Source: an optimization exercise on an open RTL-to-GDS flow (aim: small area). Production flows keep margins and buffers that such runs may drop. Function was checked by simulation only, so behaviour that the tests miss may differ from the original. Power and IR drop assume default switching activity.

Design ubxcodec, start of the top module:
module ubxcodec (
    input  wire        clk,
    input  wire        rst,           
    input  wire        reg_we,
    input  wire [3:0]  reg_waddr,
    input  wire [31:0] reg_wdata,
    input  wire [3:0]  reg_raddr,
    output reg  [31:0] reg_rdata,
    output wire        done_irq,
    output wire        txbuf_re,
    output wire [14:0] txbuf_addr,
    input  wire [7:0]  txbuf_rdata,
    output wire        rxbuf_we,
    output wire [14:0] rxbuf_waddr,
    output wire [7:0]  rxbuf_wdata,
    output wire        rx_req,
    input  wire        rx_valid,
    input  wire        rx_none,
    input  wire [7:0]  rx_data,
    input  wire        tick,
    output reg         tx_valid,
    output reg  [7:0]  tx_data,
    input  wire        tx_ready,
    input  wire        sin_valid,
    input  wire [9:0]  sin_sym,
    output reg         sin_ready,
    output reg         sout_valid,
    output reg  [9:0]  sout_sym,
    input  wire        sout_ready,
    input  wire        din_valid,
    input  wire [7:0]  din_data,
    output reg         din_ready
);
Settings: LEC_CHECK=0, CAP_MARGIN=20, CORE_MARGIN=2, CORE_UTILIZATION=40, SLEW_MARGIN=20; clock period 10.0 ns.
standard.sh (not shown) runs the stock make flow with config.mk's settings and CLKGATE_MAP_FILE= SYNTH_SCRIPT=/design/flow/synth_recipe.tcl, a recipe that flattens the netlist after the stock synthesis.
==> flow/flow/run.sh <==
#!/bin/bash
# Layout flow: the standard flow (standard.sh), with two changes.
#  1. Synthesis runs the standard flow's own synthesis script unchanged, but ABC maps the logic with an
#     area-oriented script (flow/abc_area.script) in place of ORFS's speed script.
#  2. Port buffers are sky130_fd_sc_hd__buf_1 cells, and CTS uses the flow's CTS_ARGS.
# Each step's full output goes to a log file in the work folder.
set -euo pipefail
W=$(pwd)
rm -rf "$W/scripts_area"
cp -r "$FLOW_HOME/scripts" "$W/scripts_area"
cp "$W/flow/abc_area.script" "$W/scripts_area/abc_speed.script"
bash "$W/standard.sh" SCRIPTS_DIR="$W/scripts_area" synth > "$W/synth.log" 2>&1
CTS="-sink_clustering_enable -repair_clock_nets"
if [[ -f "$W/flow/cts_args" ]]; then CTS=$(cat "$W/flow/cts_args"); fi
bash "$W/standard.sh" "BUFFER_PORTS_ARGS=-buffer_cell sky130_fd_sc_hd__buf_1" "CTS_ARGS=$CTS" finish > "$W/layout.log" 2>&1
==> flow/flow/abc_area.script <==
strash
dc2
&get -n
&deepsyn -I 10 -J 3
&dch
&nf -R 1000 -F 8 -A 4 -C 32 -p
&put
strash
dc2
&get -n
&dch
&nf -R 1000 -F 8 -A 4 -C 32 -p
&put
==> flow/flow/cts_args <==
-sink_clustering_enable -repair_clock_nets -dont_use_dummy_load -buf_list sky130_fd_sc_hd__clkbuf_8 -sink_clustering_size 14 -sink_clustering_max_diameter 100
The baseline ran to the end with no violations.
Change:
Settings changed: CORE_UTILIZATION 40 to 55.
Effect:
- The changed run ran to the end with no violations
- worst setup slack got worse by 440 ps
- via count is higher by 1.1%
- wire length shrinks by 3.4%
- count of clock-buffer cells in the layout stays the same
- synthesized cell count is unchanged
- hold slack is worse by 29 ps
- fmax is lower by about 6%
- total power stays flat
Change:
==> flow/flow/cts_args (replaced) <==
-sink_clustering_enable -repair_clock_nets -dont_use_dummy_load -buf_list sky130_fd_sc_hd__clkbuf_8 -sink_clustering_size 12 -sink_clustering_max_diameter 80
Settings changed: CORE_UTILIZATION 55 to 40.
Area after synthesis does not change.
Utilization drops by 16 points.
Clock skew drops by 43 ps.
Clock power climbs by about 7%.
Worst setup slack gains 540 ps.

ubxcodec, a different RTL version from the one above (not shown whole).
Size in the first run: about 250 flip-flops, about 180 I/O pins, ~14000 µm² of cells after synthesis.
## ubxcodec
module ubxcodec (
    input  wire        clk,
    input  wire        rst,           
    input  wire        reg_we,
    input  wire [3:0]  reg_waddr,
    input  wire [31:0] reg_wdata,
    input  wire [3:0]  reg_raddr,
    output reg  [31:0] reg_rdata,
    output wire        done_irq,
    output wire        txbuf_re,
    output wire [14:0] txbuf_addr,
    input  wire [7:0]  txbuf_rdata,
    output wire        rxbuf_we,
    output wire [14:0] rxbuf_waddr,
    output wire [7:0]  rxbuf_wdata,
    output wire        rx_req,
    input  wire        rx_valid,
    input  wire        rx_none,
    input  wire [7:0]  rx_data,
    input  wire        tick,
    output reg         tx_valid,
    output reg  [7:0]  tx_data,
    input  wire        tx_ready,
    input  wire        sin_valid,
    input  wire [9:0]  sin_sym,
    output reg         sin_ready,
    output reg         sout_valid,
    output reg  [9:0]  sout_sym,
    input  wire        sout_ready,
    input  wire        din_valid,
    input  wire [7:0]  din_data,
    output reg         din_ready
);
  ...
clock: 10.0 ns
lec_check: 0
cap_margin: 20
core_margin: 2
core_utilization: 40
cts_buf_list: sky130_fd_sc_hd__clkbuf_8
cts_cluster_diameter: 80
cts_cluster_size: 12
slew_margin: 20
run.sh (not shown) runs the stock make flow with config.mk's settings and CLKGATE_MAP_FILE= SYNTH_SCRIPT=/design/flow/synth_recipe.tcl, a recipe that flattens the netlist after the stock synthesis.
Stock flow here: none of the scripts above is used.
Change:
==> flow/flow/run.sh (new file) <==
#!/bin/bash
# Layout flow: the standard flow (standard.sh), with two changes.
#  1. Synthesis runs the standard flow's own synthesis script unchanged, but ABC maps the logic with an
#     area-oriented script (flow/abc_area.script) in place of ORFS's speed script.
#  2. Port buffers are sky130_fd_sc_hd__buf_1 cells, and CTS uses the flow's CTS_ARGS.
# Each step's full output goes to a log file in the work folder.
set -euo pipefail
W=$(pwd)
rm -rf "$W/scripts_area"
cp -r "$FLOW_HOME/scripts" "$W/scripts_area"
cp "$W/flow/abc_area.script" "$W/scripts_area/abc_speed.script"
bash "$W/standard.sh" SCRIPTS_DIR="$W/scripts_area" synth > "$W/synth.log" 2>&1
CTS="-sink_clustering_enable -repair_clock_nets"
if [[ -f "$W/flow/cts_args" ]]; then CTS=$(cat "$W/flow/cts_args"); fi
bash "$W/standard.sh" "BUFFER_PORTS_ARGS=-buffer_cell sky130_fd_sc_hd__buf_1" "CTS_ARGS=$CTS" finish > "$W/layout.log" 2>&1
==> flow/flow/abc_area.script (new file) <==
strash
dc2
&get -n
&deepsyn -I 10 -J 3
&dch
&nf -R 1000 -F 8 -A 4 -C 32 -p
&put
strash
dc2
&get -n
&dch
&nf -R 1000 -F 8 -A 4 -C 32 -p
&put
==> flow/flow/cts_args (new file) <==
-sink_clustering_enable -repair_clock_nets -dont_use_dummy_load -buf_list sky130_fd_sc_hd__clkbuf_8 -sink_clustering_size 12 -sink_clustering_max_diameter 80
==> flow/standard.sh (new file) <==
#!/bin/bash
# synth_recipe.tcl (not shown) runs the flow's synth.tcl, then flattens the netlist and writes it again
# the make line also repeats each setting of config.mk as NAME=value (left out here)
make -C /OpenROAD-flow-scripts/flow DESIGN_CONFIG=/design/flow/config.mk WORK_HOME=/design/flow/orfs CLKGATE_MAP_FILE= SYNTH_SCRIPT=/design/flow/synth_recipe.tcl "${@:-finish}"
CTS_BUF_LIST = not set   (was sky130_fd_sc_hd__clkbuf_8)
CTS_CLUSTER_DIAMETER = not set   (was 80)
CTS_CLUSTER_SIZE = not set   (was 12)
removed: flow/run.sh
Result:
- die area goes down by roughly a tenth
- final area came out lower by about a fifth
- first-iteration DRC count drops by roughly a tenth
- power goes down by a few percent
- fmax grows slightly
- sequential power is about the same
- routed wire length came out lower by roughly a tenth
- clock power is lower by roughly a tenth
- global-route usage goes up by 1.3 points
- hold slack hardly moves

-- re-timing with driven ports --
The results above use ideal ports. As a check the final layouts listed here were re-extracted and re-timed, cells and wires unchanged.
Step 1: set_driving_cell puts a clkbuf_16 on clk and a buf_2 on each other input, an assumption about the parent block.
Step 2 moves the port delays by t, midway between the first and last clock arrival at a register: inputs arrive t later, outputs are due t later. That takes back most of the time a late clock gives input paths.
Slacks: ideal ports / drivers / drivers and shift; pairs: ideal ports / drivers.
| run | t (ns) | setup WS [ns] | clock arrival spread, ns |
|---|---|---|---|
| the first run of note 1 | 0.588 | 3.315 / 3.282 / 3.189 | 0.024 / 0.024 |
| the second run of note 1 | 0.585 | 2.874 / 2.874 / 2.874 | 0.071 / 0.070 |
| the third run of note 1 | 0.593 | 3.411 / 3.391 / 3.180 | 0.028 / 0.027 |
| the first run of note 2 | 0.625 | 2.836 / 2.777 / 2.242 | 0.053 / 0.053 |
| the second run of note 2 | 0.591 | 2.860 / 2.860 / 2.860 | 0.036 / 0.035 |
After both steps setup and hold are still met in every run listed. For the first run of note 2, which loses most, drivers alone change the setup slack by -0.059 ns; drivers and shift together by -0.594 ns.
